From an optimization exercise on the open Yosys and OpenROAD flow, aimed at small area, a short achievable clock period and few clock cycles; shortcuts taken in it are not production practice. In this exercise RTL edits were held to simulation tests only and were not proved equivalent to the original. Power is estimated from default activity; no workload was simulated.

`design/flow/config.mk`:
```
export PLATFORM = sky130hd
export DESIGN_NAME = lz77_dec
export DESIGN_NICKNAME = lz77_dec
export VERILOG_FILES = /design/flow/design.v
export SDC_FILE = /design/flow/constraint.sdc
export NUM_CORES = 4
export LEC_CHECK = 0
export CAP_MARGIN = 20
export CORE_MARGIN = 2
export CORE_UTILIZATION = 40
export SETUP_SLACK_MARGIN = 4
export SLEW_MARGIN = 20
```
`design/flow/constraint.sdc`:
```
create_clock -name core_clock -period 8.0 [get_ports {clk}]
set_input_delay 1.6000 -clock core_clock [delete_from_list [all_inputs] [get_ports {clk}]]
set_output_delay 1.6000 -clock core_clock [all_outputs]
set_load 0.01 [all_outputs]
```
`design/flow/design.v`:
```
module lz77_dec (
    input  wire        clk,
    input  wire        rst,              
    input  wire        start,
    input  wire [15:0] npix,             
    output wire        busy,
    output wire        done,             
    output wire        err,              
    input  wire        in_valid,
    output wire        in_ready,
    input  wire [7:0]  in_byte,
    output wire        out_valid,
    input  wire        out_ready,
    output wire [23:0] out_pixel         
);
    localparam SW_N = 17;
    reg              busy_r;             
    reg              fin;                
    reg              err_r;
    reg              first;              
    reg [15:0]       prem;               
    reg [3:0]        rs;                 
    reg              t_v;                
    reg              t_copy;             
    reg [3:0]        t_val;              
    reg [3:0]        t_rem;              
    reg [7:0]        q;                  
    reg              q_v;
    reg [4*SW_N-1:0] sw;                 
    reg [1:0]        ph;                 
    reg [7:0]        pend;               
    reg              ov;
    reg [11:0]       pix;
    assign done      = busy_r && fin && !ov;
    assign busy      = busy_r && !done;
    assign err       = err_r;
    assign out_valid = ov;
    assign out_pixel = {pix[11:8], 4'h0, pix[7:4], 4'h0, pix[3:0], 4'h0};
    wire       t_last  = (t_rem <= 4'd3);
    wire [1:0] n       = t_last ? t_rem[1:0] : 2'd3;
    wire       t_err   = t_copy && (first || (t_rem > rs));
    wire       more    = !(t_copy && first) && (rs > t_rem);
    wire [3:0] x0 = t_copy ? sw[4*t_val +: 4] : t_val;
    wire [3:0] x1 = sw[4*t_val + 4 +: 4];
    wire [3:0] x2 = (t_val == 4'd15) ? sw[4*15 +: 4] : sw[4*t_val + 8 +: 4];
    wire stall = ov && !out_ready;
    wire go    = busy_r && !fin && t_v && !stall;
    wire dec   = go && !t_err;           
    wire t_free = !t_v || (go && (t_last || t_err));
    assign in_ready = busy_r && !fin && !q_v && (!t_v || more);
    wire take_in = in_valid && in_ready;
    wire take_cmd = start && !busy;
    wire [2:0] tot = {1'b0, ph} + {1'b0, n};
    wire       pix_done = dec && (tot >= 3'd3);
    reg  [11:0] pix_n;
    reg  [7:0]  pend_n;
    always @* begin
        case (ph)
            2'd0:    pix_n = {x0, x1, x2};
            2'd1:    pix_n = {pend[3:0], x0, x1};
            default: pix_n = {pend[7:4], pend[3:0], x0};
        endcase
        case (tot)
            3'd1:    pend_n = {4'h0, x0};                    
            3'd2:    pend_n = (ph == 2'd0) ? {x0, x1} : {pend[3:0], x0};
            3'd4:    pend_n = {4'h0, (ph == 2'd1) ? x2 : x1};
            3'd5:    pend_n = {x1, x2};                      
            default: pend_n = pend;
        endcase
    end
    wire [1:0] ph_n = (tot >= 3'd3) ? tot[1:0] - 2'd3 : tot[1:0];
    wire [15:0] prem_n = prem - {15'd0, pix_done};
    wire [5:0]  r3     = {prem_n[2:0], 1'b0} + {1'b0, prem_n[2:0]};
    wire [3:0]  rs_n   = (prem_n[15:3] != 13'd0 || r3 > 6'd17)
                         ? 4'd15 : (r3[3:0] - {2'b00, ph_n});
    wire [5:0]  r3s    = {npix[2:0], 1'b0} + {1'b0, npix[2:0]};
    wire [3:0]  rs_s   = (npix[15:3] != 13'd0 || r3s > 6'd15) ? 4'd15 : r3s[3:0];
    wire [7:0] nb = q_v ? q : in_byte;
    always @(posedge clk) begin
        if (dec) begin
            if (first)
                sw <= {SW_N{t_val}};
            else case (n)
                2'd1:    sw <= {x0, sw[4*SW_N-1:4]};
                2'd2:    sw <= {x1, x0, sw[4*SW_N-1:8]};
                default: sw <= {x2, x1, x0, sw[4*SW_N-1:12]};
            endcase
            pend <= pend_n;
        end
        if (pix_done)
            pix <= pix_n;
        if (take_in && !(t_free && !q_v))
            q <= in_byte;
        if (t_free) begin
            t_copy <= nb[7];
            t_val  <= nb[7] ? nb[3:0] : nb[6:3];
            t_rem  <= nb[7] ? {1'b0, nb[6:4]} + 4'd2 : 4'd1;
        end else if (go) begin
            t_rem  <= t_rem - 4'd3;
        end
    end
    always @(posedge clk) begin
        if (rst) begin
            busy_r <= 1'b0;
            fin    <= 1'b0;
            err_r  <= 1'b0;
            first  <= 1'b0;
            prem   <= 16'd0;
            rs     <= 4'd0;
            t_v    <= 1'b0;
            q_v    <= 1'b0;
            ph     <= 2'd0;
            ov     <= 1'b0;
        end else begin
            if (ov && out_ready)
                ov <= 1'b0;
            if (pix_done)
                ov <= 1'b1;
            if (take_cmd) begin
                busy_r <= 1'b1;
                fin    <= (npix == 16'd0);
                err_r  <= 1'b0;
                first  <= 1'b1;
                prem   <= npix;
                rs     <= rs_s;
                t_v    <= 1'b0;
                q_v    <= 1'b0;
                ph     <= 2'd0;
            end else begin
                if (done)
                    busy_r <= 1'b0;
                if (go) begin
                    if (t_err) begin
                        err_r <= 1'b1;
                        fin   <= 1'b1;
                    end else begin
                        first <= 1'b0;
                        prem  <= prem_n;
                        rs    <= rs_n;
                        ph    <= ph_n;
                        if (rs == {2'b00, n})
                            fin <= 1'b1;
                    end
                end
                if (t_free) begin
                    t_v <= q_v || take_in;
                    q_v <= 1'b0;
                end else if (take_in) begin
                    q_v <= 1'b1;
                end
            end
        end
    end
endmodule
```
`design/flow/run.sh`:
```
#!/bin/bash
# synth_recipe.tcl (not shown) runs the flow's synth.tcl, then flattens the netlist and writes it again
# the make line also repeats each setting of config.mk as NAME=value (left out here)
make -C /OpenROAD-flow-scripts/flow DESIGN_CONFIG=/design/flow/config.mk WORK_HOME=/design/flow/orfs CLKGATE_MAP_FILE= SYNTH_SCRIPT=/design/flow/synth_recipe.tcl finish
```
==> results of run 1 <==
==> critical path, stage by stage, from the launching register on <==
cell      delay (ns)
edfxtp_1        0.40
or3_4           0.44
ha_4            0.17
inv_2           0.04
fa_2            0.21
inv_2           0.06
ha_4            0.15
nand2b_4        0.15
o21ai_4         0.20
clkinv_4        0.11
ha_4            0.17
nor2b_4         0.12
xnor2_2         0.22
inv_2           0.07
ha_4            0.22
ha_4            0.26
o21bai_4        0.11
a21oi_2         0.06
o221a_2         0.31
a21boi_2        0.16
a221oi_2        0.22
==> kinds of logic (layout without fill, tap and decap cells) <==
kind of cell | count (synthesis) | count (layout) | synth area share, %
adders and majority gates | 29 | 29 | 4.11
DFF | 134 | 134 | 39.8
buffers and inverters | 126 | 148 | 6.18
AOI/OAI and AO/OA | 353 | 353 | 24.0
muxes | 83 | 83 | 13.1
and+or+nand+nor | 248 | 249 | 11.9
xor gates and xnor gates | 9 | 9 | 0.840
other | 1 | 12 | 0.0400
==> repair_timing <==
action,in CTS,in global routing
gates cloned,1,0
setup endpoints to repair,18,9
pin swaps,14,16
resized for setup,33,16
hold endpoints to repair,0,0
setup buffers,16,9
==> final timing paths <==
| path | depth (start not counted) | start | to |
|---|---|---|---|
| worst max register to register | 20 | t_rem[0] | rs[2] |
| worst min register to register | 2 | prem[13] | prem[13] |
| worst min-delay path | 2 | prem[13] | prem[13] |
| worst max-delay path | 20 | t_rem[0] | rs[2] |
==> sequential cells by signal, indices dropped and copies added, names as in the netlist <==
name and count:
sw 68, prem 16, pix 12, pend 8
q 8, rs 4, t_rem 4, t_val 4
ph 2, busy_r 1, err_r 1, fin 1
first 1, ov 1, q_v 1, t_copy 1
t_v 1
==> power by group through the flow <==
stage	Sequential (mW)	Clock [mW]	Combinational, mW
after global placement	0.857	0	0.729
after global routing	0.845	0.874	0.905
after detailed placement	0.857	0	0.740
final	0.842	0.835	0.806
after CTS	0.841	0.846	0.773
after floorplan	0.844	0	0.598
==> through the flow <==
stage                     utilization, %  cells  setup WS [ns]  instance area [um2]
after floorplan                        -    994           3.40                 9530
after global placement              42.9   1277           2.52                 9990
after detailed placement            42.9   1277           2.40                 9990
after CTS                           46.6   1326           4.00                10800
after global routing                47.3   1336           3.89                11000
final                               47.3   1336           4.04                11000
==> layout by cell type (no fill, tap or decap), drive strengths merged, types with 6 or more instances in the layout <==
master	count
a21oi	96
o21ai	92
dfxtp	29
nor2b	15
xnor2	6
a221oi	19
clkinv	7
mux2i	50
nor4	6
clkdlybuf4s50	43
inv	34
edfxtp	105
clkbuf	21
buf	33
nand2b	6
ha	26
conb	12
nor2	104
nand2	68
a31oi	11
nand3	10
a22oi	66
nor3	14
o22ai	8
mux4	30
a211oi	13
==> synthesized netlist by cell type (all sizes together), types with 5 or more instances <==
cell type / count
mux2i: 50
dfxtp: 29
nor2b: 15
a221oi: 19
edfxtp: 105
o21ai: 92
nor2: 104
ha: 26
o22ai: 8
o21a: 5
a22oi: 66
mux4: 30
a211oi: 13
and3: 5
buf: 35
clkbuf: 54
a31oi: 11
xnor2: 6
a21oi: 96
nand3: 10
nor4: 6
inv: 35
nand2b: 6
or2: 5
nand2: 67
nor3: 14
==> area by class of cell <==
cell class	count	area share, %
clock buffers	19	3.94
clock inverters	13	1.65
inverters	37	1.43
multi-input cells	735	48.8
flip-flops and latches	134	34.0
well taps	319	3.63
repair buffers	79	6.57
==> metal layers <==
| metal | up-vias | global-route usage [%] | wire (um) |
|---|---|---|---|
| met5 | - | 0 | 0 |
| met4 | 0 | 5.32 | 276 |
| met3 | 25 | 3.00 | 1180 |
| met2 | 231 | 30.9 | 11200 |
| met1 | 3928 | 28.8 | 11600 |
| li1 | 3787 | - | - |
==> load_flow_metrics.sql, run 1 <==
INSERT INTO impl_metrics (metric_group, metric, value, unit) VALUES
('placed_design', 'io_buf_count', '45', ''),
('synthesis', 'ys_top_cells_by_area', 'edfxtp_1 34%, dfxtp_1 6.2%, mux4_2 6.0%, mux2i_1 5.3%, a22oi_1 5.3%', ''),
('clocking', 'clock_tree.htree_level_count', '4', ''),
('clocking', 'clk_root_buffer_cell', 'clkbuf_16', ''),
('sta', 'clock.fmax', '0.253', 'GHz'),
('route', 'drcViolationCount', '0', ''),
('synthesis', 'synth_seq_cells', '134', ''),
('global_route', 'global_route_wire_length_before_repair', '39300', 'um'),
('sta', 'timing.final.setup_violations', '0', ''),
('floorplan', 'rows', '56', ''),
('route', 'drt-total-wl', '24300', 'um'),
('job', 'max-cap-violations', '0', ''),
('power', 'power_leakage', '3.82', 'nW'),
('outcome', 'status', 'no timing/DRC/antenna violations', ''),
('global_route', 'globalRouteTotalUtil', '19.8', '%'),
('power', 'combinationalPowerShare', '32.5', '%'),
('synthesis', 'synth-seq-area-share', '39.8', '%'),
('synthesis', 'postSynth.asyncResetShare', '0', '%'),
('power', 'worst_ir_drop_vdd', '0.000228', 'V'),
('cells_and_area', 'antenna_cells_inserted', '0', ''),
('sta', 'finalSetupTns', '0', 'ns'),
('clocking', 'clk_transition_reported_paths', '0.06', 'ns'),
('power', 'seq_power_share', '33.9', '%'),
('floorplan', 'start_util', '40.3', '%'),
('hold_path', 'hold_path.class', 'reg -> reg', ''),
('cells_and_area', 'design.final.nets', '1062', ''),
('synthesis', 'synth-main-ff-cell', 'edfxtp_1', ''),
('clocking', 'num_clock_sinks', '134', ''),
('power', 'p_sw', '0.822', 'mW'),
('sta', 'slew_violations', '0', ''),
('sta', 'final_cycle_share', '49.5', '%'),
('clocking', 'cts_buffer_depth', '2', ''),
('synthesis', 'synth_edf_count', '105', ''),
('sta', 'worst_hold_check_slack', '0.500', 'ns'),
('synthesis', 'synth_largest_area_cell', 'edfxtp_1', ''),
('sta', 'finalClockSkew', '0.0153', 'ns'),
('route', 'drtIter0Drc', '992', ''),
('sta', 'unrepaired_setup_endpoints_after_global_routing', 'true', ''),
('floorplan', 'io_pins', '58', ''),
('cells_and_area', 'multi_input_area', '5360', 'um2'),
('clocking', 'clock_insertion_delay_worst_skew', '0.43', 'ns'),
('floorplan', 'fp.dieW', '157', 'um'),
('sta', 'tightestPinTransition', '1.05', 'ns'),
('cells_and_area', 'post_route_cells_drive_above_1_share', '14.5', '%'),
('clocking', 'cts.hold.buffers_added', '0', ''),
('sta', 'final_hold_viol_count', '0', ''),
('power', 'sw_frac_of_total', '33.1', '%'),
('clocking', 'numCtsBuffers', '17', ''),
('power', 'clock_power_share', '33.6', '%'),
('route', 'route.detailed.vias_per_inst', '5.97', ''),
('critical_path', 'crit_arrival', '4.28', 'ns'),
('placed_design', 'finalWeightedCongestion', '0.800', ''),
('power', 'internal_power', '1.66', 'mW'),
('synthesis', 'synth.distinct_cells', '74', ''),
('floorplan', 'die_area', '24700', 'um2'),
('clocking', 'tritoncts_clock_tree', 'yes', ''),
('route', 'detail_route.first_pass.iterations', '7', ''),
('route', 'drt-wirelength-per-cell', '18.2', 'um'),
('synthesis', 'synth-warning-count', '1', ''),
('placed_design', 'detailed_place_hpwl', '14800', 'um'),
('global_route', 'grt_pass1_vias', '7300', ''),
('synthesis', 'synth_top_cell_area_share', '33.6', '%'),
('floorplan', 'core-area', '23300', 'um2'),
('cells_and_area', 'area.growth.synth_to_final', '17.3', '%'),
('cells_and_area', 'layout.area.seq', '3740', 'um2'),
('critical_path', 'startpoint_type', 'flip-flop', ''),
('synthesis', 'post_synth_inst_count', '983', ''),
('critical_path', 'crit_required', '8.32', 'ns'),
('power', 'pwr_density_cell', '226', 'nW/um2'),
('global_route', 'largest_net_degree_at_the_start_of_global_routing', '125', ''),
('global_route', 'overflow', '0', ''),
('critical_path', 'cp_max_fo', '3', ''),
('route', 'routed-via-count', '7971', ''),
('sta', 'timing.max_slew.rel_slack', '30.1', '%'),
('synthesis', 'syn_area_per_cell', '9.54', 'um2'),
('critical_path', 'critical_path.endpoint_type', 'flip-flop', ''),
('power', 'finalPower', '2.48', 'mW'),
('cells_and_area', 'layout.filler_cells', '2205', ''),
('critical_path', 'ff2ff_setup_slack', '4.04', 'ns'),
('synthesis', 'syn-cell-area', '9380', 'um2'),
('sta', 'layout_min_cycle_time', '3.96', 'ns'),
('route', 'route.antenna.remaining_nets', '0', ''),
('critical_path', 'critical_path_class', 'reg -> reg', ''),
('floorplan', 'die_height', '157', 'um'),
('global_route', 'antenna_found_initial', '0', '');
Testbench counts, summed over its fixed seeds: cycles 47,934.
==> inputs of run 2 (changes only) <==
--- a/design/flow/config.mk
+++ b/design/flow/config.mk
@@ -9,4 +9,3 @@
 export CORE_MARGIN = 2
 export CORE_UTILIZATION = 40
-export SETUP_SLACK_MARGIN = 4
 export SLEW_MARGIN = 20
==> load_flow_metrics.sql, run 2 <==
INSERT INTO impl_metrics (metric_group, metric, value, unit) VALUES
('synthesis', 'synth-main-ff-cell', 'edfxtp_1', ''),
('clocking', 'cts.hold.buffers_added', '0', ''),
('power', 'pwr_density_cell', '224', 'nW/um2'),
('power', 'power_leakage', '3.68', 'nW'),
('synthesis', 'synth_top_cell_area_share', '33.6', '%'),
('cells_and_area', 'largest-register', 'sw', ''),
('floorplan', 'rows', '56', ''),
('route', 'drtIter0Drc', '726', ''),
('sta', 'final_hold_viol_count', '0', ''),
('route', 'detail_route.first_pass.iterations', '6', ''),
('synthesis', 'synth.distinct_cells', '74', ''),
('cells_and_area', 'final_cell_mix', '105 x edfxtp_1, 104 x nor2_1, 96 x a21oi_1', ''),
('floorplan', 'die_area', '24700', 'um2'),
('cells_and_area', 'design.final.nets', '1038', ''),
('cells_and_area', 'layout.cells.non_filler', '1312', ''),
('cells_and_area', 'area.growth.synth_to_final', '12.1', '%'),
('sta', 'layout_min_cycle_time', '5.69', 'ns'),
('cells_and_area', 'largestRegisters', 'sw: 68 flops, prem: 16 flops, pix: 12 flops', ''),
('global_route', 'globalRouteTotalUtil', '19.0', '%'),
('cells_and_area', 'antenna_cells_inserted', '0', ''),
('route', 'drt-total-wl', '23300', 'um'),
('critical_path', 'startpoint_type', 'input pin', ''),
('power', 'internal_power', '1.57', 'mW'),
('outcome', 'status', 'no timing/DRC/antenna violations', ''),
('clocking', 'clock_insertion_delay_worst_skew', '0.43', 'ns'),
('sta', 'timing.final.setup_violations', '0', ''),
('cells_and_area', 'mostFrequentLayoutCell', 'edfxtp_1', ''),
('global_route', 'largest_net_degree_at_the_start_of_global_routing', '125', ''),
('sta', 'timing.max_slew.rel_slack', '41.2', '%'),
('synthesis', 'post_synth_most_frequent_cells', '105 x edfxtp_1, 104 x nor2_1, 96 x a21oi_1', ''),
('synthesis', 'synth-seq-area-share', '39.8', '%'),
('critical_path', 'critical_path_class', 'in -> reg', ''),
('clocking', 'clock_tree.htree_level_count', '4', ''),
('synthesis', 'synth_edf_count', '105', ''),
('floorplan', 'core-area', '23300', 'um2'),
('clocking', 'numCtsBuffers', '17', ''),
('synthesis', 'postSynth.asyncResetShare', '0', '%'),
('sta', 'slew_violations', '0', ''),
('power', 'worst_ir_drop_vdd', '0.000137', 'V'),
('sta', 'finalClockSkew', '0.0136', 'ns'),
('route', 'drt-wirelength-per-cell', '17.7', 'um'),
('critical_path', 'crit_arrival', '6.02', 'ns'),
('hold_path', 'hold_path.class', 'reg -> reg', ''),
('route', 'route.antenna.remaining_nets', '0', ''),
('clocking', 'cts_post_setup_buffers_inserted', '0', ''),
('cells_and_area', 'largest_register_ffs', '68', ''),
('placed_design', 'io_buf_count', '45', ''),
('route', 'route.detailed.vias_per_inst', '5.95', ''),
('cells_and_area', 'post_route_cells_drive_above_1_share', '8.36', '%'),
('clocking', 'num_clock_sinks', '134', ''),
('power', 'clock_power_share', '32.6', '%'),
('route', 'drcViolationCount', '0', ''),
('sta', 'finalSetupTns', '0', 'ns'),
('floorplan', 'fp.dieW', '157', 'um'),
('placed_design', 'detailed_place_hpwl', '14500', 'um'),
('floorplan', 'io_pins', '58', ''),
('critical_path', 'crit_required', '8.33', 'ns'),
('route', 'routed-via-count', '7805', ''),
('placed_design', 'place.detailed.instances', '1278', ''),
('floorplan', 'die_height', '157', 'um'),
('synthesis', 'synth_seq_cells', '134', ''),
('global_route', 'grt_pass1_vias', '7175', ''),
('critical_path', 'cp_max_fo', '20', ''),
('sta', 'final_cycle_share', '71.1', '%'),
('job', 'max-cap-violations', '0', ''),
('clocking', 'clk_transition_reported_paths', '0.06', 'ns'),
('synthesis', 'ys_top_cells_by_area', 'edfxtp_1 34%, dfxtp_1 6.2%, mux4_2 6.0%, mux2i_1 5.3%, a22oi_1 5.3%', ''),
('synthesis', 'post_synth_inst_count', '983', ''),
('clocking', 'cts_buffer_depth', '2', ''),
('synthesis', 'syn_area_per_cell', '9.54', 'um2'),
('clocking', 'cts-resized-gates', '0', ''),
('synthesis', 'syn-cell-area', '9380', 'um2'),
('global_route', 'overflow', '0', ''),
('sta', 'clock.fmax', '0.176', 'GHz'),
('sta', 'unrepaired_setup_endpoints_after_global_routing', 'false', ''),
('clocking', 'tritoncts_clock_tree', 'yes', ''),
('power', 'p_sw', '0.788', 'mW'),
('floorplan', 'start_util', '40.3', '%'),
('sta', 'tightestPinTransition', '0.870', 'ns'),
('synthesis', 'synth-warning-count', '1', ''),
('global_route', 'global_route_wire_length_before_repair', '38000', 'um'),
('power', 'sw_frac_of_total', '33.4', '%'),
('power', 'seq_power_share', '35.8', '%'),
('critical_path', 'critical_path.endpoint_type', 'flip-flop', ''),
('power', 'combinationalPowerShare', '31.6', '%'),
('clocking', 'clk_root_buffer_cell', 'clkbuf_16', ''),
('placed_design', 'finalWeightedCongestion', '0.829', ''),
('synthesis', 'yosysMostFrequentCell', 'edfxtp_1', ''),
('global_route', 'antenna_found_initial', '0', ''),
('synthesis', 'synth_largest_area_cell', 'edfxtp_1', '');
[run 2: worst max-delay path, stage by stage]
cell and delay [ns]:
clkdlybuf4s50_1 0.45, nand2b_1 0.17, and4_1 0.22, nand2_1 0.42
inv_2 0.19, o21ai_0 0.15, inv_1 0.48, ha_1 0.28
nor2b_1 0.17, xnor2_1 0.21, inv_1 0.08, ha_1 0.30
ha_1 0.33, o21bai_1 0.15, a21oi_1 0.09, o221a_2 0.31
a21boi_0 0.13, a221oi_1 0.27
[run 2: layout make-up]
cell class              count  area [um2]
fillers                  2242       12700
well taps                 319         399
clock inverters             7        41.3
inverters                  37         139
flip-flops and latches    134        3730
clock buffers              25         529
multi-input cells         734        5120
repair buffers             56         549
[run 2: metal layers]
metal,track usage (%),vias to the layer above,wire length [um]
met2,29.5,224,10800
met5,0,-,0
li1,-,3736,-
met3,2.84,23,1110
met1,27.4,3822,11000
met4,6.06,0,376
[run 2: cell families (layout without fill, tap and decap cells)]
logic type	after synthesis	after routing	synth area share (%)
compound gates	353	353	24.0
mux	83	83	13.1
fa+ha+maj	29	29	4.11
flops	134	134	39.8
simple gates	248	248	11.9
other cells	1	12	0.0400
xor+xnor	9	9	0.840
buf+inv	126	125	6.18
[run 2: metrics by stage]
step	area [um2]	setup WS, ns	util [%]	total power, mW	hold WS, ns
6_report	10500	2.31	45.2	2.36	0.505
5_1_grt	10500	1.80	45.2	2.49	0.550
3_3_place_gp	9910	2.02	42.6	1.58	0.487
3_5_place_dp	9910	1.84	42.6	1.59	0.485
4_1_cts	10500	2.27	45.1	2.35	0.503
2_1_floorplan	9420	0.759	-	1.44	0.458
[run 2: path summary, 6_finish.rpt]
path / start / slack, ns / to / cells after the start
worst max-delay path: out_ready / 2.31 / rs[2] / 18
worst min register to register: err_r / 0.51 / err_r / 2
worst max register to register: ph[1] / 2.67 / rs[2] / 18
worst min-delay path: err_r / 0.51 / err_r / 2
[run 2: power by group through the flow]
stage | logic (mW) | clock network [mW] | registers, mW
final | 0.745 | 0.768 | 0.842
after global routing | 0.834 | 0.805 | 0.846
after CTS | 0.735 | 0.777 | 0.842
after detailed placement | 0.732 | 0 | 0.856
after global placement | 0.722 | 0 | 0.856
after floorplan | 0.592 | 0 | 0.844
==> inputs of run 3 (changes only) <==
--- a/design/flow/design.v
+++ b/design/flow/design.v
@@ -25,4 +25,6 @@
     reg [3:0]        t_val;              
     reg [3:0]        t_rem;              
+    reg              t_err;              
+    reg              t_more;             
     reg [7:0]        q;                  
     reg              q_v;
@@ -39,6 +41,4 @@
     wire       t_last  = (t_rem <= 4'd3);
     wire [1:0] n       = t_last ? t_rem[1:0] : 2'd3;
-    wire       t_err   = t_copy && (first || (t_rem > rs));
-    wire       more    = !(t_copy && first) && (rs > t_rem);
     wire [3:0] x0 = t_copy ? sw[4*t_val +: 4] : t_val;
     wire [3:0] x1 = sw[4*t_val + 4 +: 4];
@@ -48,5 +48,5 @@
     wire dec   = go && !t_err;           
     wire t_free = !t_v || (go && (t_last || t_err));
-    assign in_ready = busy_r && !fin && !q_v && (!t_v || more);
+    assign in_ready = busy_r && !fin && !q_v && (!t_v || t_more);
     wire take_in = in_valid && in_ready;
     wire take_cmd = start && !busy;
@@ -70,11 +70,13 @@
     end
     wire [1:0] ph_n = (tot >= 3'd3) ? tot[1:0] - 2'd3 : tot[1:0];
-    wire [15:0] prem_n = prem - {15'd0, pix_done};
-    wire [5:0]  r3     = {prem_n[2:0], 1'b0} + {1'b0, prem_n[2:0]};
-    wire [3:0]  rs_n   = (prem_n[15:3] != 13'd0 || r3 > 6'd17)
-                         ? 4'd15 : (r3[3:0] - {2'b00, ph_n});
+    wire [5:0]  r3     = {prem[2:0], 1'b0} + {1'b0, prem[2:0]};
+    wire [5:0]  r3d    = r3 - {3'd0, tot};
+    wire [3:0]  rs_d   = (prem[15:3] != 13'd0 || r3d > 6'd15) ? 4'd15 : r3d[3:0];
     wire [5:0]  r3s    = {npix[2:0], 1'b0} + {1'b0, npix[2:0]};
     wire [3:0]  rs_s   = (npix[15:3] != 13'd0 || r3s > 6'd15) ? 4'd15 : r3s[3:0];
     wire [7:0] nb = q_v ? q : in_byte;
+    wire [3:0] nb_len  = nb[7] ? {1'b0, nb[6:4]} + 4'd2 : 4'd1;
+    wire [3:0] rs_a    = t_v ? rs_d : rs;
+    wire       first_a = first && !t_v;
     always @(posedge clk) begin
         if (dec) begin
@@ -95,5 +97,7 @@
             t_copy <= nb[7];
             t_val  <= nb[7] ? nb[3:0] : nb[6:3];
-            t_rem  <= nb[7] ? {1'b0, nb[6:4]} + 4'd2 : 4'd1;
+            t_rem  <= nb_len;
+            t_err  <= nb[7] && (first_a || (nb_len > rs_a));
+            t_more <= !(nb[7] && first_a) && (rs_a > nb_len);
         end else if (go) begin
             t_rem  <= t_rem - 4'd3;
@@ -136,6 +140,7 @@
                     end else begin
                         first <= 1'b0;
-                        prem  <= prem_n;
-                        rs    <= rs_n;
+                        if (pix_done)
+                            prem <= prem - 16'd1;
+                        rs    <= rs_d;
                         ph    <= ph_n;
                         if (rs == {2'b00, n})
--- a/design/flow/config.mk
+++ b/design/flow/config.mk
@@ -9,3 +9,4 @@
 export CORE_MARGIN = 2
 export CORE_UTILIZATION = 40
+export SETUP_SLACK_MARGIN = 5
 export SLEW_MARGIN = 20
==> load_flow_metrics.sql, run 3 <==
INSERT INTO impl_metrics (metric_group, metric, value, unit) VALUES
('sta', 'unrepaired_setup_endpoints_after_global_routing', 'true', ''),
('sta', 'final_hold_viol_count', '0', ''),
('sta', 'finalSetupTns', '0', 'ns'),
('floorplan', 'rows', '55', ''),
('cells_and_area', 'area.growth.synth_to_final', '19.4', '%'),
('power', 'pwr_density_cell', '205', 'nW/um2'),
('power', 'power_leakage', '3.86', 'nW'),
('critical_path', 'ff2ff_setup_slack', '4.00', 'ns'),
('sta', 'finalClockSkew', '0.0131', 'ns'),
('clocking', 'tritoncts_clock_tree', 'yes', ''),
('cells_and_area', 'largest_register_ffs', '68', ''),
('clocking', 'cts.hold.buffers_added', '0', ''),
('hold_path', 'hold_path.class', 'reg -> reg', ''),
('global_route', 'global_route_wire_length_before_repair', '40200', 'um'),
('placed_design', 'io_buf_count', '45', ''),
('clocking', 'clock_insertion_delay_worst_skew', '0.43', 'ns'),
('synthesis', 'synth.distinct_cells', '84', ''),
('synthesis', 'synth-warning-count', '1', ''),
('synthesis', 'yosysMostFrequentCell', 'o21ai_0', ''),
('synthesis', 'syn-cell-area', '9340', 'um2'),
('placed_design', 'finalWeightedCongestion', '0.828', ''),
('route', 'drt-wirelength-per-cell', '19.6', 'um'),
('floorplan', 'core-area', '22800', 'um2'),
('route', 'route.detailed.vias_per_inst', '6.19', ''),
('synthesis', 'syn_area_per_cell', '10.4', 'um2'),
('clocking', 'cts_buffer_depth', '2', ''),
('clocking', 'numCtsBuffers', '17', ''),
('synthesis', 'synth_edf_count', '107', ''),
('global_route', 'globalRouteTotalUtil', '20.4', '%'),
('route', 'drtIter0Drc', '772', ''),
('floorplan', 'die_area', '24600', 'um2'),
('cells_and_area', 'antenna_cells_inserted', '0', ''),
('cells_and_area', 'mostFrequentLayoutCell', 'o21ai_0', ''),
('critical_path', 'critical_path.endpoint_type', 'flip-flop', ''),
('route', 'route.antenna.remaining_nets', '0', ''),
('route', 'routed-via-count', '7772', ''),
('sta', 'timing.max_slew.rel_slack', '45.5', '%'),
('sta', 'clock.fmax', '0.250', 'GHz'),
('synthesis', 'post_synth_inst_count', '894', ''),
('synthesis', 'synth_largest_area_cell', 'edfxtp_1', ''),
('critical_path', 'critical_path_class', 'reg -> reg', ''),
('cells_and_area', 'utilization', '49.0', '%'),
('cells_and_area', 'largest-register', 'sw', ''),
('sta', 'fin_ws', '4.00', 'ns'),
('critical_path', 'critical_path_source', 't_rem[2]', ''),
('sta', 'tightestPinTransition', '0.818', 'ns'),
('placed_design', 'dpl_worst_slack', '3.55', 'ns'),
('sta', 'timing.final.setup_violations', '0', ''),
('placed_design', 'detailed_place_hpwl', '15200', 'um'),
('cells_and_area', 'design.final.nets', '986', ''),
('sta', 'layout_min_cycle_time', '4.00', 'ns'),
('global_route', 'antenna_found_initial', '0', ''),
('power', 'worst_ir_drop_vdd', '0.000161', 'V'),
('route', 'drcViolationCount', '0', ''),
('floorplan', 'die_height', '157', 'um'),
('critical_path', 'crit_arrival', '4.18', 'ns'),
('critical_path', 'worst_setup_path_endpoint', 't_more', ''),
('cells_and_area', 'post_route_cells_drive_above_1_share', '22.1', '%'),
('synthesis', 'synth_seq_cells', '136', ''),
('synthesis', 'ys_top_cells_by_area', 'edfxtp_1 34%, mux4_2 7.7%, o21ai_0 6.9%, a221o_1 6.4%, dfxtp_1 6.2%', ''),
('synthesis', 'synth-main-ff-cell', 'edfxtp_1', ''),
('global_route', 'overflow', '0', ''),
('synthesis', 'synth_top_cell_area_share', '34.4', '%'),
('clocking', 'clk_transition_reported_paths', '0.06', 'ns'),
('synthesis', 'post_synth_most_frequent_cells', '129 x o21ai_0, 107 x edfxtp_1, 60 x a221o_1', ''),
('floorplan', 'fp.dieW', '157', 'um'),
('sta', 'final_cycle_share', '50.0', '%'),
('clocking', 'clk_root_buffer_cell', 'clkbuf_16', ''),
('synthesis', 'postSynth.asyncResetShare', '0', '%'),
('cells_and_area', 'largestRegisters', 'sw: 68 flops, prem: 16 flops, pix: 12 flops', ''),
('global_route', 'largest_net_degree_at_the_start_of_global_routing', '70', ''),
('clocking', 'clock_tree.htree_level_count', '4', ''),
('synthesis', 'synth-seq-area-share', '40.6', '%'),
('job', 'max-cap-violations', '0', ''),
('critical_path', 'regToRegEndpoint', 't_more', ''),
('sta', 'slew_violations', '0', ''),
('floorplan', 'io_pins', '58', ''),
('critical_path', 'startpoint_type', 'flip-flop', ''),
('critical_path', 'cp_max_fo', '3', ''),
('cells_and_area', 'final_cell_mix', '125 x o21ai_0, 107 x edfxtp_1, 60 x a221o_1', ''),
('clocking', 'num_clock_sinks', '136', ''),
('critical_path', 'worst_reg2reg_path_depth', '18', ''),
('outcome', 'status', 'no timing/DRC/antenna violations', ''),
('route', 'detail_route.first_pass.iterations', '7', ''),
('critical_path', 'crit_required', '8.18', 'ns'),
('global_route', 'grt_pass1_vias', '7553', ''),
('route', 'drt-total-wl', '24600', 'um'),
('floorplan', 'start_util', '41.0', '%'),
('critical_path', 'reg2reg_from', 't_rem[2]', '');
## run 3: cell count changes in the layout (fill, tap and decap cells not counted), sizes merged, moves of 7 or more
cell and delta:
nor2 -53, a221o +59, o221ai +7, a22oi -57, buf +35, clkdlybuf4s50 -8, mux4 +7, clkinvlp +7
a21oi -56, o21ai +38, nand2 -7, mux2i -22
## run 3: cell type report
class / instances / area, um2
clock inverters: 14 / 126
well taps: 313 / 392
repair buffers: 91 / 888
multi-input cells: 650 / 5360
clock buffers: 18 / 429
fillers: 2065 / 11600
inverters: 33 / 139
repair inverters: 1 / 7.51
flip-flops and latches: 136 / 3810
## run 3: critical path: stages, from the launching register on
cell and delay, ns:
edfxtp_1 0.43, or3_4 0.41, inv_4 0.07, fa_1 0.44, inv_2 0.09, fa_1 0.42
inv_2 0.08, ha_4 0.13, fa_2 0.22, nor2_2 0.04, a211oi_2 0.21, o211ai_1 0.13
nor2_1 0.20, a21oi_1 0.09, ha_1 0.30, a21o_1 0.18, a21oi_2 0.13, o21ai_2 0.07
o221a_2 0.12
## run 3: worst min path at each step
stage                     depth (start not counted)  slack, ns      end  startpoint
after floorplan                                   2       0.46  prem[0]     prem[0]
after CTS                                         2       0.48    err_r       err_r
after global routing                              2       0.51    err_r       err_r
final                                             2       0.48    err_r       err_r
after detailed placement                          2       0.46    err_r       err_r
after global placement                            2       0.47  prem[0]     prem[0]
## run 3: cells by family after synthesis
family / after synthesis / synth area share [%]
simple gates: 197 / 10.4
mux: 73 / 13.3
other cells: 1 / 0.0402
buf+inv: 119 / 6.04
fa+ha+maj: 27 / 3.94
flops: 136 / 40.6
xor+xnor: 10 / 0.938
compound gates: 331 / 24.8
## run 3: metal layers
metal,global-route usage [%],routed length (um)
met1,28.8,11400
met2,31.7,11500
met3,3.71,1310
met4,6.68,403
met5,0,0
## run 3: power by group
| part | internal, mW | switching [mW] | total [mW] |
|---|---|---|---|
| logic | 0.301 | 0.388 | 0.689 |
| clock network | 0.429 | 0.332 | 0.761 |
| registers | 0.817 | 0.0238 | 0.841 |
| total | 1.55 | 0.744 | 2.29 |
## run 3: timing repair
action,CTS,global route
buffers inserted,25,8
resized for setup,70,39
pin swaps,27,11
gates cloned,1,1
setup endpoints to repair,171,128
## run 3: per-stage QoR
step	cells	power, mW	area [um2]	hold slack, ns
floorplan	905	1.34	9450	0.455
global placement	1189	1.47	9940	0.471
detailed placement	1189	1.47	9940	0.460
CTS	1247	2.28	10900	0.482
global route	1256	2.41	11200	0.511
finish	1256	2.29	11200	0.477
Testbench counts of run 3, summed over its fixed seeds: cycles 47,934.
==> inputs of run 4 (changes only) <==
--- a/design/flow/config.mk
+++ b/design/flow/config.mk
@@ -9,4 +9,3 @@
 export CORE_MARGIN = 2
 export CORE_UTILIZATION = 40
-export SETUP_SLACK_MARGIN = 5
 export SLEW_MARGIN = 20
==> load_flow_metrics.sql, run 4 <==
INSERT INTO impl_metrics (metric_group, metric, value, unit) VALUES
('power', 'internal_power', '1.54', 'mW'),
('synthesis', 'synth_seq_cells', '136', ''),
('synthesis', 'yosysMostFrequentCell', 'o21ai_0', ''),
('power', 'p_sw', '0.712', 'mW'),
('route', 'drt-total-wl', '23700', 'um'),
('floorplan', 'start_util', '41.0', '%'),
('global_route', 'antenna_found_initial', '0', ''),
('power', 'power_leakage', '3.60', 'nW'),
('floorplan', 'rows', '55', ''),
('synthesis', 'ys_top_cells_by_area', 'edfxtp_1 34%, mux4_2 7.7%, o21ai_0 6.9%, a221o_1 6.4%, dfxtp_1 6.2%', ''),
('cells_and_area', 'antenna_cells_inserted', '0', ''),
('clocking', 'clock_tree.htree_level_count', '4', ''),
('synthesis', 'syn_area_per_cell', '10.4', 'um2'),
('route', 'detail_route.first_pass.iterations', '5', ''),
('global_route', 'globalRouteTotalUtil', '19.6', '%'),
('floorplan', 'fp.dieW', '157', 'um'),
('synthesis', 'postSynth.asyncResetShare', '0', '%'),
('cells_and_area', 'utilization', '45.9', '%'),
('cells_and_area', 'design.final.nets', '952', ''),
('sta', 'finalClockSkew', '0.0142', 'ns'),
('power', 'pwr_density_cell', '215', 'nW/um2'),
('clocking', 'cts_buffer_depth', '2', ''),
('cells_and_area', 'area.growth.synth_to_final', '12.1', '%'),
('synthesis', 'synth-main-ff-cell', 'edfxtp_1', ''),
('placed_design', 'finalWeightedCongestion', '0.834', ''),
('cells_and_area', 'final_cell_mix', '128 x o21ai_0, 107 x edfxtp_1, 60 x a221o_1', ''),
('power', 'sw_frac_of_total', '31.6', '%'),
('synthesis', 'syn-cell-area', '9340', 'um2'),
('clocking', 'num_clock_sinks', '136', ''),
('sta', 'worst_hold_check_slack', '0.490', 'ns'),
('synthesis', 'synth_top_cell_area_share', '34.4', '%'),
('placed_design', 'io_buf_count', '45', ''),
('critical_path', 'crit_arrival', '4.79', 'ns'),
('critical_path', 'startpoint_type', 'flip-flop', ''),
('floorplan', 'die_height', '157', 'um'),
('critical_path', 'critical_path.endpoint_type', 'flip-flop', ''),
('sta', 'finalSetupTns', '0', 'ns'),
('placed_design', 'post_dp_cell_area', '9890', 'um2'),
('clocking', 'cts.hold.buffers_added', '0', ''),
('power', 'combinationalPowerShare', '27.8', '%'),
('floorplan', 'core-area', '22800', 'um2'),
('power', 'seq_power_share', '37.3', '%'),
('clocking', 'clk_root_buffer_cell', 'clkbuf_16', ''),
('clocking', 'cts_post_setup_buffers_inserted', '0', ''),
('cells_and_area', 'largestRegisters', 'sw: 68 flops, prem: 16 flops, pix: 12 flops', ''),
('route', 'drt-wirelength-per-cell', '19.4', 'um'),
('cells_and_area', 'largest_register_ffs', '68', ''),
('global_route', 'largest_net_degree_at_the_start_of_global_routing', '70', ''),
('sta', 'final_hold_viol_count', '0', ''),
('synthesis', 'synth_largest_area_cell', 'edfxtp_1', ''),
('sta', 'layout_min_cycle_time', '4.62', 'ns'),
('sta', 'final_cycle_share', '57.8', '%'),
('cells_and_area', 'summed_area_of_non_filler_cells_in_the_final_layout', '10500', 'um2'),
('sta', 'timing.final.setup_violations', '0', ''),
('clocking', 'tritoncts_clock_tree', 'yes', ''),
('sta', 'unrepaired_setup_endpoints_after_global_routing', 'false', ''),
('sta', 'timing.max_slew.rel_slack', '45.9', '%'),
('placed_design', 'detailed_place_hpwl', '15300', 'um'),
('clocking', 'clk_transition_reported_paths', '0.06', 'ns'),
('power', 'finalPower', '2.25', 'mW'),
('route', 'route.antenna.remaining_nets', '0', ''),
('route', 'routed-via-count', '7583', ''),
('synthesis', 'post_synth_inst_count', '894', ''),
('route', 'drcViolationCount', '0', ''),
('critical_path', 'critical_path_class', 'reg -> reg', ''),
('cells_and_area', 'mostFrequentLayoutCell', 'o21ai_0', ''),
('power', 'worst_ir_drop_vdd', '0.000145', 'V'),
('clocking', 'cts-resized-gates', '0', ''),
('synthesis', 'synth-warning-count', '1', ''),
('outcome', 'status', 'no timing/DRC/antenna violations', ''),
('sta', 'clock.fmax', '0.216', 'GHz'),
('synthesis', 'synth-seq-area-share', '40.6', '%'),
('sta', 'tightestPinTransition', '0.812', 'ns'),
('synthesis', 'synth_edf_count', '107', ''),
('clocking', 'clock_insertion_delay_worst_skew', '0.43', 'ns'),
('critical_path', 'cp_max_fo', '19', ''),
('hold_path', 'hold_path.class', 'reg -> reg', ''),
('sta', 'slew_violations', '0', ''),
('floorplan', 'io_pins', '58', ''),
('critical_path', 'crit_required', '8.17', 'ns'),
('cells_and_area', 'largest-register', 'sw', ''),
('global_route', 'overflow', '0', ''),
('power', 'clock_power_share', '35.0', '%'),
('global_route', 'global_route_wire_length_before_repair', '38700', 'um'),
('job', 'max-cap-violations', '0', ''),
('critical_path', 'critical_path_source', 'ph[1]', ''),
('clocking', 'numCtsBuffers', '17', ''),
('floorplan', 'die_area', '24600', 'um2'),
('critical_path', 'reg2reg_from', 'ph[1]', ''),
('route', 'drtIter0Drc', '772', ''),
('synthesis', 'synth.distinct_cells', '84', ''),
('global_route', 'grt_pass1_vias', '7140', ''),
('synthesis', 'post_synth_most_frequent_cells', '129 x o21ai_0, 107 x edfxtp_1, 60 x a221o_1', ''),
('hold_path', 'timing.hold.worst.start', 'err_r', ''),
('route', 'route.detailed.vias_per_inst', '6.21', ''),
('cells_and_area', 'post_route_cells_drive_above_1_share', '11.9', '%');
-- run 4: cell type report --
| class | instances | area (um2) |
|---|---|---|
| fill | 2149 | 12300 |
| inverter | 33 | 124 |
| sequential | 136 | 3790 |
| multi-input combinational | 650 | 5030 |
| tap | 313 | 392 |
| clock buffer | 18 | 429 |
| timing repair buffer | 58 | 548 |
| clock inverter | 14 | 150 |
-- run 4: cells by family after synthesis --
group / count (synthesis) / synth area share [%]
compound gates: 331 / 24.8
xor+xnor: 10 / 0.938
fa+ha+maj: 27 / 3.94
buf+inv: 119 / 6.04
flops: 136 / 40.6
mux: 73 / 13.3
other cells: 1 / 0.0402
simple gates: 197 / 10.4
-- run 4: path summary, 6_finish.rpt --
kind	end	slack, ns	cells after the start
max	t_more	3.38	17
min	err_r	0.49	2
max reg2reg	t_more	3.38	17
min reg2reg	err_r	0.49	2
-- run 4: worst max-delay path, stage by stage (launching register included) --
cell      delay, ns
dfxtp_1        0.72
inv_1          0.18
fa_1           0.64
inv_1          0.11
fa_1           0.48
inv_1          0.04
ha_1           0.23
fa_1           0.41
nor2_1         0.12
a211oi_1       0.05
o211ai_1       0.28
nor2_1         0.10
a21oi_1        0.16
ha_1           0.26
a21o_1         0.16
a21oi_1        0.13
o21ai_0        0.14
o221a_2        0.16
-- run 4: per-layer routing --
| layer | GRT usage [%] | vias up | share of wire [%] |
|---|---|---|---|
| li1 | - | 3531 | - |
| met1 | 27.8 | 3747 | 46 |
| met2 | 31.2 | 281 | 47 |
| met3 | 2.85 | 24 | 5.0 |
| met4 | 5.29 | 0 | 1.2 |
| met5 | 0 | - | 0 |
-- run 4: power by group through the flow --
| stage | clock network (mW) | registers, mW | logic [mW] |
|---|---|---|---|
| global route | 0.829 | 0.842 | 0.695 |
| detailed placement | 0 | 0.854 | 0.620 |
| global placement | 0 | 0.854 | 0.611 |
| CTS | 0.796 | 0.839 | 0.624 |
| floorplan | 0 | 0.845 | 0.495 |
| finish | 0.788 | 0.839 | 0.626 |
-- run 4: per-stage QoR --
stage / instances / worst slack [ns]
after CTS: 1222 / 3.40
after floorplan: 905 / 3.91
after detailed placement: 1190 / 3.41
after global routing: 1222 / 3.07
after global placement: 1190 / 3.49
final: 1222 / 3.38

[static timing again, ports no longer ideal]
In the flow no input, the clock included, has a driving cell. The finished layouts below were timed again as built, in two steps. Step 1 sets driving cells, clkbuf_16 on the clock port and buf_2 on the other inputs (assumed; they add their load-dependent delay and slew). Step 2 also shifts input and output timing later by t, the mid clock arrival at the registers, as if the neighbouring blocks saw the same clock. Slacks: ideal ports / drivers / drivers and shift; pairs: ideal ports / drivers.
| run | shift t [ns] | setup slack, ns | hold WS [ns] | worst data-port slew with drivers (ns) | pins driven straight from the clock port |
|---|---|---|---|---|---|
| run 1 | 0.469 | 4.043 / 4.043 / 3.664 | 0.500 / 0.500 / 0.500 | 0.04 | 1 |
| run 2 | 0.469 | 2.312 / 2.336 / 1.867 | 0.505 / 0.505 / 0.505 | 0.03 | 1 |
| run 3 | 0.472 | 4.002 / 4.002 / 4.002 | 0.477 / 0.477 / 0.477 | 0.03 | 1 |
| run 4 | 0.466 | 3.379 / 3.379 / 3.379 | 0.490 / 0.490 / 0.490 | 0.03 | 1 |
After both steps setup and hold are still met in every run listed. The setup slack of run 2, which loses most, moves by +0.024 ns with the drivers and by -0.445 ns with both steps.
